This design comes from an exercise in tuning for small area, a short achievable clock period and few clock cycles on the open sky130 flow, not from production work.
In this exercise RTL edits were held to simulation tests only and were not proved equivalent to the original.
Power figures rest on the tool's default switching activity, not on a simulated workload.

==> design/flow/design.v <==
module twocan_bpk (
    input  wire         clk,
    input  wire         rst,         
    input  wire         req_valid,
    input  wire [127:0] req,
    output wire         req_ready,
    output reg          rsp_valid,
    output reg  [127:0] rsp
);
    localparam BV_MAX  = 512;
    localparam TXT_MAX = 86;
    localparam OP_NOP    = 8'h00, OP_HDEC  = 8'h01, OP_HENC  = 8'h02;
    localparam OP_NEW    = 8'h20, OP_GETI  = 8'h21, OP_PUTI  = 8'h22;
    localparam OP_GETS   = 8'h23, OP_PUTS  = 8'h24, OP_PUTD  = 8'h25;
    localparam OP_TCLR   = 8'h28, OP_TPUSH = 8'h29, OP_TGET  = 8'h2A;
    localparam OP_DEC6   = 8'h30, OP_ENC6  = 8'h31, OP_A2B   = 8'h32;
    localparam OP_B2A    = 8'h33, OP_TYPE  = 8'h34;
    localparam OP_STAT   = 8'hF0, OP_RESET = 8'hFF;
    localparam ST_OK = 8'h00, ST_ILLEGAL = 8'h80, ST_PGN_RANGE = 8'h81, ST_RANGE = 8'h82;
    localparam ST_VALUE = 8'h83, ST_BAD_ARMOR = 8'h84, ST_AIS_TYPE = 8'h85, ST_UNIMPL = 8'h87;
    localparam S_IDLE = 3'd0, S_GSTR = 3'd1, S_PCHK = 3'd2, S_PWR = 3'd3;
    localparam S_ACHK = 3'd4, S_AWR = 3'd5, S_B2A = 3'd6;
    localparam NW = BV_MAX / 32;     
    reg [31:0]       bvw [0:NW-1];   
    reg [9:0]        bvlen;
    reg [7:0]        txt [0:TXT_MAX-1];
    reg [6:0]        txtlen;
    reg [2:0]  state;
    reg [12:0] pos;                  
    reg [12:0] pend;                 
    reg [6:0]  gi;                   
    reg [6:0]  lastnz;               
    reg [9:0]  newlen;               
    assign req_ready = (state == S_IDLE);
    wire [7:0]  op = req[7:0];
    wire [11:0] fa = req[19:8];
    wire [11:0] fb = req[31:20];
    wire [31:0] fw = req[63:32];
    wire [63:0] fd = req[127:64];
    wire za = (fa == 12'd0);
    wire zb = (fb == 12'd0);
    wire zw = (fw == 32'd0);
    wire zd = (fd == 64'd0);
    function [5:0] armor_val;        
        input [7:0] c;
        reg [7:0] v;
        begin
            v = c - 8'd48;
            if (v > 8'd40) v = v - 8'd8;
            armor_val = v[5:0];
        end
    endfunction
    function armor_ok;
        input [7:0] c;
        armor_ok = (c >= 8'd48 && c <= 8'd87) || (c >= 8'd96 && c <= 8'd119);
    endfunction
    function [7:0] armor_chr;        
        input [5:0] v;
        armor_chr = (v < 6'd40) ? {2'b00, v} + 8'd48 : {2'b00, v} + 8'd56;
    endfunction
    function [31:0] rev32;
        input [31:0] x;
        integer k;
        for (k = 0; k < 32; k = k + 1) rev32[k] = x[31-k];
    endfunction
    wire [12:0] rd_pos = (state == S_IDLE) ? ((op == OP_TYPE) ? 13'd0 : {1'b0, fa}) : pos;
    wire [3:0]  rd_w   = rd_pos[8:5];
    wire [3:0]  rd_w1  = rd_w + 4'd1;
    wire [31:0] rd_lo  = bvw[rd_w];
    wire [31:0] rd_hi  = (rd_w == 4'd15) ? 32'd0 : bvw[rd_w1];
    wire [63:0] rd_pair = {rd_hi, rd_lo} >> rd_pos[4:0];
    wire [31:0] rd_win = rd_pair[31:0];         
    wire [31:0] rd_msb = rev32(rd_win);         
    wire [5:0]  rd6 = rd_msb[31:26];            
    reg [5:0] rd6_masked;
    integer mk;
    always @* begin
        for (mk = 0; mk < 6; mk = mk + 1)
            rd6_masked[5-mk] = rd6[5-mk] & ((pos + mk) < {3'b0, bvlen});
    end
    wire [7:0] txt_g   = txt[gi];
    wire [7:0] txt_idx = txt[fa[6:0]];
    reg         ill;
    reg [127:0] imm;           
    reg         go_single;     
    reg [2:0]   go_state;      
    reg         do_new, do_puti, do_tclr, do_push, do_sreset;
    wire [12:0] fab = {1'b0, fa} + {1'b0, fb};
    wire [12:0] txt6 = {6'b0, txtlen} * 13'd6;
    wire        len_bad6 = zb || ((fb % 12'd6) != 12'd0);
    wire        fld_out = fab > {3'b0, bvlen};
    wire [7:0] hb0 = fw[7:0], hb1 = fw[15:8], hb2 = fw[23:16], hb3 = fw[31:24];
    reg  [16:0] dec_pgn;
    reg  [7:0]  dec_dst;
    always @* begin
        if (hb3[0]) begin
            dec_dst = 8'd255;
            dec_pgn = {1'b1, hb2, (hb2 > 8'd239) ? hb1 : 8'h00};
        end else if (hb2 > 8'd239) begin
            dec_dst = 8'd255;
            dec_pgn = {1'b0, hb2, hb1};
        end else begin
            dec_dst = hb1;
            dec_pgn = {1'b0, hb2, 8'h00};
        end
    end
    wire [7:0]  enc_b1 = (fw[15:8] > 8'd239) ? fw[7:0] : fd[15:8];
    wire [31:0] enc_id = {3'b000, fd[18:16], 1'b0, fw[16], fw[15:8], enc_b1, fd[7:0]};
    wire [31:0] geti_v = rd_msb >> (6'd32 - fb[5:0]);
    wire [31:0] ones_len = (fb[5:0] == 6'd32) ? 32'hFFFFFFFF : ((32'd1 << fb[5:0]) - 32'd1);
    wire [31:0] ones_lm1 = (32'd1 << (fb[5:0] - 6'd1)) - 32'd1;
    always @* begin
        ill = 1'b0;
        imm = 128'd0;
        go_single = 1'b1;
        go_state = S_IDLE;
        do_new = 1'b0; do_puti = 1'b0; do_tclr = 1'b0; do_push = 1'b0; do_sreset = 1'b0;
        case (op)
            OP_NOP:   ill = !(za && zb && zw && zd);
            OP_HDEC:  ill = !(za && zb && zd);
            OP_HENC:  ill = !(za && zb && fd[63:19] == 45'd0);
            OP_NEW:   ill = !(za && zw && zd);
            OP_GETI:  ill = !(zw && zd);
            OP_PUTI:  ill = !zd;
            OP_GETS:  ill = !(zw && zd);
            OP_PUTS:  ill = !(zw && zd);
            OP_PUTD:  ill = !zd;
            OP_TCLR:  ill = !(za && zb && zw && zd);
            OP_TPUSH: ill = !(za && zb && fw[31:8] == 24'd0 && zd);
            OP_TGET:  ill = !(zb && zw && zd);
            OP_DEC6:  ill = !(za && zb && fw[31:8] == 24'd0 && zd);
            OP_ENC6:  ill = !(za && zb && fw[31:8] == 24'd0 && zd);
            OP_A2B:   ill = !(zb && zw && zd);
            OP_B2A:   ill = !(za && zb && zw && zd);
            OP_TYPE:  ill = !(za && zb && zw && zd);
            OP_STAT:  ill = !(za && zb && zw && zd);
            OP_RESET: ill = !(za && zb && zw && zd);
            default:  ill = 1'b1;
        endcase
        if (ill) begin
            imm[7:0] = ST_ILLEGAL;
        end else begin
            case (op)
                OP_HDEC: begin
                    imm[63:32] = {15'd0, dec_pgn};
                    imm[71:64] = hb0;
                    imm[79:72] = dec_dst;
                    imm[82:80] = hb3[4:2];
                end
                OP_HENC: begin
                    if (fw[31:17] != 15'd0) imm[7:0] = ST_PGN_RANGE;
                    else imm[63:32] = enc_id;
                end
                OP_NEW: begin
                    if (fb > BV_MAX) imm[7:0] = ST_RANGE;
                    else begin
                        imm[31:8] = {12'd0, fb};
                        do_new = 1'b1;
                    end
                end
                OP_GETI: begin
                    if (zb || fb > 12'd32 || fld_out) imm[7:0] = ST_RANGE;
                    else begin
                        imm[63:32] = geti_v;
                        imm[64] = (geti_v == ones_len);
                        imm[65] = (geti_v == ones_lm1);
                    end
                end
                OP_PUTI: begin
                    if (zb || fb > 12'd32 || fld_out) imm[7:0] = ST_RANGE;
                    else if (({32'd0, fw} >> fb) != 64'd0) imm[7:0] = ST_VALUE;
                    else do_puti = 1'b1;
                end
                OP_GETS: begin
                    if (len_bad6 || fld_out) imm[7:0] = ST_RANGE;
                    else begin
                        go_single = 1'b0;
                        go_state = S_GSTR;
                    end
                end
                OP_PUTS: begin
                    if (len_bad6 || fld_out) imm[7:0] = ST_RANGE;
                    else if (txt6 > {1'b0, fb}) imm[7:0] = ST_VALUE;
                    else begin
                        go_single = 1'b0;
                        go_state = S_PCHK;
                    end
                end
                OP_PUTD: imm[7:0] = ST_UNIMPL;
                OP_TCLR: do_tclr = 1'b1;
                OP_TPUSH: begin
                    if (txtlen == TXT_MAX) imm[7:0] = ST_RANGE;
                    else begin
                        imm[31:8] = {17'd0, txtlen + 7'd1};
                        do_push = 1'b1;
                    end
                end
                OP_TGET: begin
                    if ({1'b0, fa} >= {6'd0, txtlen}) imm[7:0] = ST_RANGE;
                    else begin
                        imm[63:32] = {24'd0, txt_idx};
                        imm[31:8] = {17'd0, txtlen};
                    end
                end
                OP_DEC6: begin
                    if (!armor_ok(fw[7:0])) imm[7:0] = ST_BAD_ARMOR;
                    else imm[63:32] = {26'd0, armor_val(fw[7:0])};
                end
                OP_ENC6: begin
                    if (fw[7:0] > 8'd63) imm[7:0] = ST_VALUE;
                    else imm[63:32] = {24'd0, armor_chr(fw[5:0])};
                end
                OP_A2B: begin
                    if (fa > 12'd5 || txt6 < {1'b0, fa} || (txt6 - {1'b0, fa}) > BV_MAX)
                        imm[7:0] = ST_RANGE;
                    else begin
                        go_single = 1'b0;
                        go_state = S_ACHK;
                    end
                end
                OP_B2A: begin
                    go_single = 1'b0;
                    go_state = S_B2A;
                end
                OP_TYPE: begin
                    if (bvlen < 10'd6) imm[7:0] = ST_RANGE;
                    else if (rd6 == 6'd0 || rd6 > 6'd27) begin
                        imm[7:0] = ST_AIS_TYPE;
                        imm[63:32] = {26'd0, rd6};
                    end else imm[63:32] = {26'd0, rd6};
                end
                OP_RESET: do_sreset = 1'b1;
                default: ;    
            endcase
        end
    end
    wire accept = req_valid && (state == S_IDLE);
    reg        wr_en;
    reg [12:0] wr_pos;
    reg [5:0]  wr_len;
    reg [31:0] wr_val;
    always @* begin
        wr_en  = 1'b0;
        wr_pos = pos;
        wr_len = 6'd6;
        wr_val = 32'd0;
        if (state == S_IDLE) begin
            wr_en  = accept && do_puti;
            wr_pos = {1'b0, fa};
            wr_len = fb[5:0];
            wr_val = fw;
        end else if (state == S_PWR) begin
            wr_en  = (pos < pend);
            wr_val = {26'd0, (gi < txtlen) ? txt_g[5:0] : 6'd0};
        end else if (state == S_AWR) begin
            wr_en  = (gi < txtlen);
            wr_val = {26'd0, armor_val(txt_g)};
        end
    end
    wire [31:0]       wr_u    = rev32(wr_val) >> (6'd32 - wr_len);    
    wire [32:0] wr_ones = (33'd1 << wr_len) - 33'd1;
    wire [63:0] wr_data = {32'd0, wr_u} << wr_pos[4:0];
    wire [63:0] wr_mask = {32'd0, wr_ones[31:0]} << wr_pos[4:0];
    wire [3:0]  wr_w    = wr_pos[8:5];
    integer wk;
    always @(posedge clk) begin
        if (!rst) begin
            for (wk = 0; wk < NW; wk = wk + 1) begin
                if (accept && do_new)
                    bvw[wk] <= 32'd0;
                else if (wr_en && wr_pos < BV_MAX) begin
                    if (wk == wr_w)
                        bvw[wk] <= (bvw[wk] & ~wr_mask[31:0]) | (wr_data[31:0] & wr_mask[31:0]);
                    else if (wk == wr_w + 1)
                        bvw[wk] <= (bvw[wk] & ~wr_mask[63:32]) | (wr_data[63:32] & wr_mask[63:32]);
                end
            end
        end
    end
    reg       tw_en;
    reg [6:0] tw_addr;
    reg [7:0] tw_data;
    always @* begin
        tw_en = 1'b0;
        tw_addr = gi;
        tw_data = 8'd0;
        if (state == S_IDLE) begin
            tw_en = accept && do_push;
            tw_addr = txtlen;
            tw_data = fw[7:0];
        end else if (state == S_GSTR) begin
            tw_en = (pos < pend);
            tw_data = (rd6 < 6'd32) ? {2'b00, rd6} + 8'd64 : {2'b00, rd6};
        end else if (state == S_B2A) begin
            tw_en = (pos < {3'b0, bvlen});
            tw_data = armor_chr(rd6_masked);
        end
    end
    always @(posedge clk) begin
        if (!rst && tw_en)
            txt[tw_addr] <= tw_data;
    end
    always @(posedge clk) begin
        if (rst) begin
            state     <= S_IDLE;
            rsp_valid <= 1'b0;
            rsp       <= 128'd0;
            bvlen     <= 10'd0;
            txtlen    <= 7'd0;
            pos       <= 13'd0;
            pend      <= 13'd0;
            gi        <= 7'd0;
            lastnz    <= 7'd0;
            newlen    <= 10'd0;
        end else begin
            rsp_valid <= 1'b0;
            case (state)
                S_IDLE: if (accept) begin
                    pos    <= (op == OP_A2B || op == OP_B2A) ? 13'd0 : {1'b0, fa};
                    pend   <= fab;
                    gi     <= 7'd0;
                    lastnz <= 7'd0;
                    newlen <= txt6[9:0] - fa[9:0];
                    if (go_single) begin
                        rsp_valid <= 1'b1;
                        rsp       <= imm;
                        if (do_new)    bvlen  <= fb[9:0];
                        if (do_tclr)   txtlen <= 7'd0;
                        if (do_push)   txtlen <= txtlen + 7'd1;
                        if (do_sreset) begin
                            bvlen  <= 10'd0;
                            txtlen <= 7'd0;
                        end
                    end else begin
                        state <= go_state;
                    end
                end
                S_GSTR: begin
                    if (pos < pend) begin
                        if (rd6 != 6'd0) lastnz <= gi + 7'd1;
                        gi  <= gi + 7'd1;
                        pos <= pos + 13'd6;
                    end else begin
                        txtlen    <= lastnz;
                        rsp       <= {96'd0, 17'd0, lastnz, ST_OK};
                        rsp_valid <= 1'b1;
                        state     <= S_IDLE;
                    end
                end
                S_PCHK: begin
                    if (gi < txtlen) begin
                        if (txt_g < 8'd32 || txt_g > 8'd95) begin
                            rsp       <= {120'd0, ST_VALUE};
                            rsp_valid <= 1'b1;
                            state     <= S_IDLE;
                        end
                        gi <= gi + 7'd1;
                    end else begin
                        gi    <= 7'd0;
                        state <= S_PWR;
                    end
                end
                S_PWR: begin
                    if (pos < pend) begin
                        gi  <= gi + 7'd1;
                        pos <= pos + 13'd6;
                    end else begin
                        rsp       <= {120'd0, ST_OK};
                        rsp_valid <= 1'b1;
                        state     <= S_IDLE;
                    end
                end
                S_ACHK: begin
                    if (gi < txtlen) begin
                        if (!armor_ok(txt_g)) begin
                            rsp       <= {120'd0, ST_BAD_ARMOR};
                            rsp_valid <= 1'b1;
                            state     <= S_IDLE;
                        end
                        gi <= gi + 7'd1;
                    end else begin
                        gi    <= 7'd0;
                        state <= S_AWR;
                    end
                end
                S_AWR: begin
                    if (gi < txtlen) begin
                        gi  <= gi + 7'd1;
                        pos <= pos + 13'd6;
                    end else begin
                        bvlen     <= newlen;
                        rsp       <= {96'd0, 14'd0, newlen, ST_OK};
                        rsp_valid <= 1'b1;
                        state     <= S_IDLE;
                    end
                end
                S_B2A: begin
                    if (pos < {3'b0, bvlen}) begin
                        gi  <= gi + 7'd1;
                        pos <= pos + 13'd6;
                    end else begin
                        txtlen    <= gi;
                        rsp       <= {64'd0, 19'd0, pos - {3'b0, bvlen}, 17'd0, gi, ST_OK};
                        rsp_valid <= 1'b1;
                        state     <= S_IDLE;
                    end
                end
                default: state <= S_IDLE;
            endcase
        end
    end
endmodule
==> design/flow/run.sh <==
#!/bin/bash
# synth_recipe.tcl (not shown) runs the flow's synth.tcl, then flattens the netlist and writes it again
# the make line also repeats each setting of config.mk as NAME=value (left out here)
make -C /OpenROAD-flow-scripts/flow DESIGN_CONFIG=/design/flow/config.mk WORK_HOME=/design/flow/orfs CLKGATE_MAP_FILE= SYNTH_SCRIPT=/design/flow/synth_recipe.tcl finish
==> design/flow/config.mk <==
export PLATFORM = sky130hd
export DESIGN_NAME = twocan_bpk
export DESIGN_NICKNAME = twocan_bpk
export VERILOG_FILES = /design/flow/design.v
export SDC_FILE = /design/flow/constraint.sdc
export NUM_CORES = 4
export LEC_CHECK = 0
export CAP_MARGIN = 20
export CORE_MARGIN = 2
export CORE_UTILIZATION = 25
export PLACE_DENSITY = 0.4
export SLEW_MARGIN = 20
==> design/flow/constraint.sdc <==
create_clock -name core_clock -period 10.0 [get_ports {clk}]
set_input_delay 2.0000 -clock core_clock [delete_from_list [all_inputs] [get_ports {clk}]]
set_output_delay 2.0000 -clock core_clock [all_outputs]
set_load 0.01 [all_outputs]
==> flow_metrics.tcl <==
set metrics [dict create \
    status "complete, no violations" \
    drc 0 \
    worst_slew_pin_slew_ns 1.303 \
    relSlewSlack 0.1261 \
    finClkSkew_ns 0.1382 \
    syn-cell-area_sq_um 101100 \
    grt_overflow_total 0 \
    synthFlopType "edfxtp_1" \
    vias 104000 \
    track_usage 0.2950 \
    ctsResizeCount 0 \
    crit_buf_inv 8 \
    critPathMaxFanout 12 \
    leakagePower_nw 40.40 \
    start_util 0.2511 \
    synth_enable_flop_cells 1200 \
    multi_input_area_sq_um 58210 \
    critical_path.slowest_cell "mux2i_1" \
    r2r_start "state[0]$_SDFFE_PP0P_" \
    rr_worst_depth 27 \
    hold-path-endpoint "newlen[6]$_SDFFE_PP0P_" \
    cts_num_sinks 1345 \
    worst-r2r-setup-slack_ns 1.12 \
    setup_violations 0 \
    min-delay-start "newlen[6]$_SDFFE_PP0P_" \
    ctsHoldBuffers 0 \
    std_cell_rows 233 \
    cap_viol_max_count 0 \
    async_flop_share 0 \
    cp_data_required_time_ns 10.79 \
    rsz0062_at_grt "no" \
    post_cts_buffers 0 \
    grt_first_pass_wirelength_um 851700 \
    die_height_um 640.0 \
    fin_crit_sh 0.9345 \
    worstHoldPathType "reg -> reg" \
    die_w_um 640.0 \
    ioPinCount 261 \
    post_drt_wl_per_cell_um 37.52 \
    end_kind "flop" \
    tritoncts "yes" \
    r2r_end "rsp[65]$_SDFFE_PP0P_" \
    ir_drop_mv 0.3553 \
    numCtsBuffers 178 \
    final_area_sq_um 120400 \
    grt_max_degree 122 \
    nFillCells 41880 \
    placed_area_sq_um 114600 \
    gp_congestion 1.009 \
    first_pass_iters 13 \
    timing.fmax_mhz 107.0 \
    path_delay_family "compound AO/OA/AOI/OAI gates" \
    ys.warnings.count 2 \
    vias_per_cell 6.208 \
    syn2layout_area_growth_pct 19.09 \
    cp_common_cell "buf_4" \
    syn_inst 10810 \
    post-place-cells 16420 \
    totalNegativeSetupSlack_ns 0 \
    power_density_nw_per_um2 424.1 \
    instances_no_fill 16760 \
    cts_max_level 4 \
    yosysUniqueCellTypes 134 \
    drive_gt1_frac 0.1781 \
    yosysTopAreaCell "edfxtp_1" \
    fin_crit_ns 9.345 \
    synth_top_cells_by_count "nor2_1 (1223), edfxtp_1 (1200), a21oi_1 (1125)" \
    final_nets 11510 \
    antenna_found_initial 39 \
    seq_area_frac_synth 0.3851 \
    core_area_sq_um 402600 \
    hpwl_um 453900 \
    total_power_mw 51.07 \
    grt_pass1_vias 98210 \
    clk_latency_ns 0.96 \
    critPathLaunchType "input port" \
    syn_area_per_cell_sq_um 9.357 \
    synth_area_leaders "edfxtp_1 (36%), mux4_2 (8.5%), a21oi_1 (5.6%), nor2_1 (4.5%), nand2_1 (3.8%)" \
    postLayoutCoreUtil 0.2991 \
    root_buffer "clkbuf_16" \
    crit_start "req[5]" \
    hold_violations 0 \
    drt-total-wl_um 628700 \
    synth_top_area_share 0.3564 \
    min_path_cells 2 \
    crit_type "in -> reg" \
    drv_slew 0 \
    ys_ff_latch 1345 \
    slowest_delay_ns 0.82 \
    yosysMostFrequentCell "nor2_1" \
    seqCellArea_sq_um 38960 \
    clockBufferDepth 4 \
    clkSlewWorstSetupHoldPaths_ns 0.06 \
    drtAntennaViolNets 0 \
    die_area_sq_um 409500 \
    drt_iter0_drc 15440 \
    port_buffers 199 \
    cp.arrival_ns 10.13 \
]
## through the flow
step	hold slack (ns)	setup slack, ns
after detailed placement	0.4448	0.04771
after CTS	0.4531	0.9433
final	0.4508	0.6551
after global placement	0.4390	-0.5860
after floorplan	0.4317	0.3392
after global routing	0.4690	0.5361
## registers in the layout, indices dropped and copies added (netlist names), named ones only
signal	cells
bvlen	10
txt	688
state	3
txtlen	7
bvw	512
pend	13
rsp	67
rsp_valid	1
gi	7
pos	13
lastnz	7
newlen	10
## layer usage
| metal | up-vias | routed length [um] | track usage |
|---|---|---|---|
| met3 | 1522 | 55070 | 0.05679 |
| met2 | 6565 | 278800 | 0.4599 |
| met1 | 52790 | 255400 | 0.3861 |
| met5 | - | 93 | 0 |
| met4 | 14 | 39300 | 0.1548 |
| li1 | 43140 | - | - |
## tightest hold or removal path, delay by kind of cell, from the launching register on
kind / cells / cell delay (ns)
DFF: 1 / 0.30
and+or+nand+nor: 1 / 0.05
AOI/OAI and AO/OA: 1 / 0.05
## cells by family (layout without fill, tap and decap cells)
family / after synthesis / in the layout / synth area share
other: 1 / 75 / 0.00003709
AOI/OAI and AO/OA: 3970 / 3970 / 0.2661
xor gates and xnor gates: 179 / 179 / 0.01551
buffers and inverters: 1204 / 1677 / 0.05201
DFF: 1345 / 1345 / 0.3851
adders and majority gates: 178 / 178 / 0.02240
muxes: 668 / 668 / 0.1145
and+or+nand+nor: 3261 / 3261 / 0.1444
## how the worst max path moves through the flow
stage	end	slack [ns]	cells after the start
after floorplan	txt[0][4]$_DFFE_PP_	0.34	17
final	rsp[65]$_SDFFE_PP0P_	0.66	26
after global routing	rsp[65]$_SDFFE_PP0P_	0.54	26
after CTS	rsp[65]$_SDFFE_PP0P_	0.94	26
after detailed placement	rsp[65]$_SDFFE_PP0P_	0.05	26
after global placement	rsp[64]$_SDFFE_PP0P_	-0.59	26
## area by class of cell
type | instances | share of cell area
Clock buffer | 213 | 0.03842
Tap cell | 5405 | 0.05616
Inverter | 138 | 0.004333
Timing Repair Buffer | 1218 | 0.08472
Multi-Input combinational cell | 8317 | 0.4834
Clock inverter | 108 | 0.009082
Antenna cell | 14 | 0.0002909
Sequential cell | 1345 | 0.3236
## power breakdown
part / total (mW) / leakage [nW] / internal, mW / switching (mW)
clock network: 6.57 / 2.77 / 3.74 / 2.83
registers: 7.68 / 12.0 / 7.49 / 0.190
logic: 36.8 / 25.6 / 11.0 / 25.9
## layout by cell type, fill, tap and decap left out, types with 57 or more instances in the layout
cell type and count:
ha_1 173, o211ai_1 136, o21ai_0 596, o22ai_1 94, a32oi_1 57, a222oi_1 88, nor2b_1 62, o221ai_1 200
a21o_1 64, buf_4 970, edfxtp_1 1200, and3_1 59, xor2_1 62, nand3_1 253, nand2_1 1014, clkbuf_16 179
a211oi_1 392, a31oi_1 123, conb_1 61, mux2i_1 201, inv_1 127, a22oi_1 214, mux2_2 71, a22o_1 76
mux4_2 381, nor3_1 178, and2_1 57, clkdlybuf4s50_1 190, dfxtp_1 135, nor4_1 72, nand4_1 63, a2111oi_0 80
nor2_1 1191, xnor2_1 115, a21oi_1 1122, o31ai_1 65, a221oi_1 115
Testbench counts, summed over its fixed seeds: cycles 17,428.

## afterwards: timing with drivers on the ports
Ports are ideal in the flow. The routed layout listed here was re-timed in OpenROAD. Step 1 (the two cells are an assumption about what drives the block):
set clk [get_ports {clk}]
set_driving_cell -lib_cell sky130_fd_sc_hd__clkbuf_16 $clk
set_driving_cell -lib_cell sky130_fd_sc_hd__buf_2 [delete_from_list [all_inputs] $clk]
Step 2, shift: input delay + t, output delay - t, t = (earliest + latest rising clock arrival at the registers) / 2. This alone moves slack from input paths to output paths. Slacks: no drivers / after step 1 / after step 2; pairs: no drivers / after step 1.
t (ns): 1.005
setup WS [ns]: 0.655 / 0.736 / -0.268
worst hold slack (ns): 0.451 / 0.451 / 0.451
worst setup path after step 2: input to register
With both steps, setup timing fails in this run, where it was met with ideal ports. The setup slack of this run moves by +0.081 ns with the drivers and by -0.923 ns with both steps.
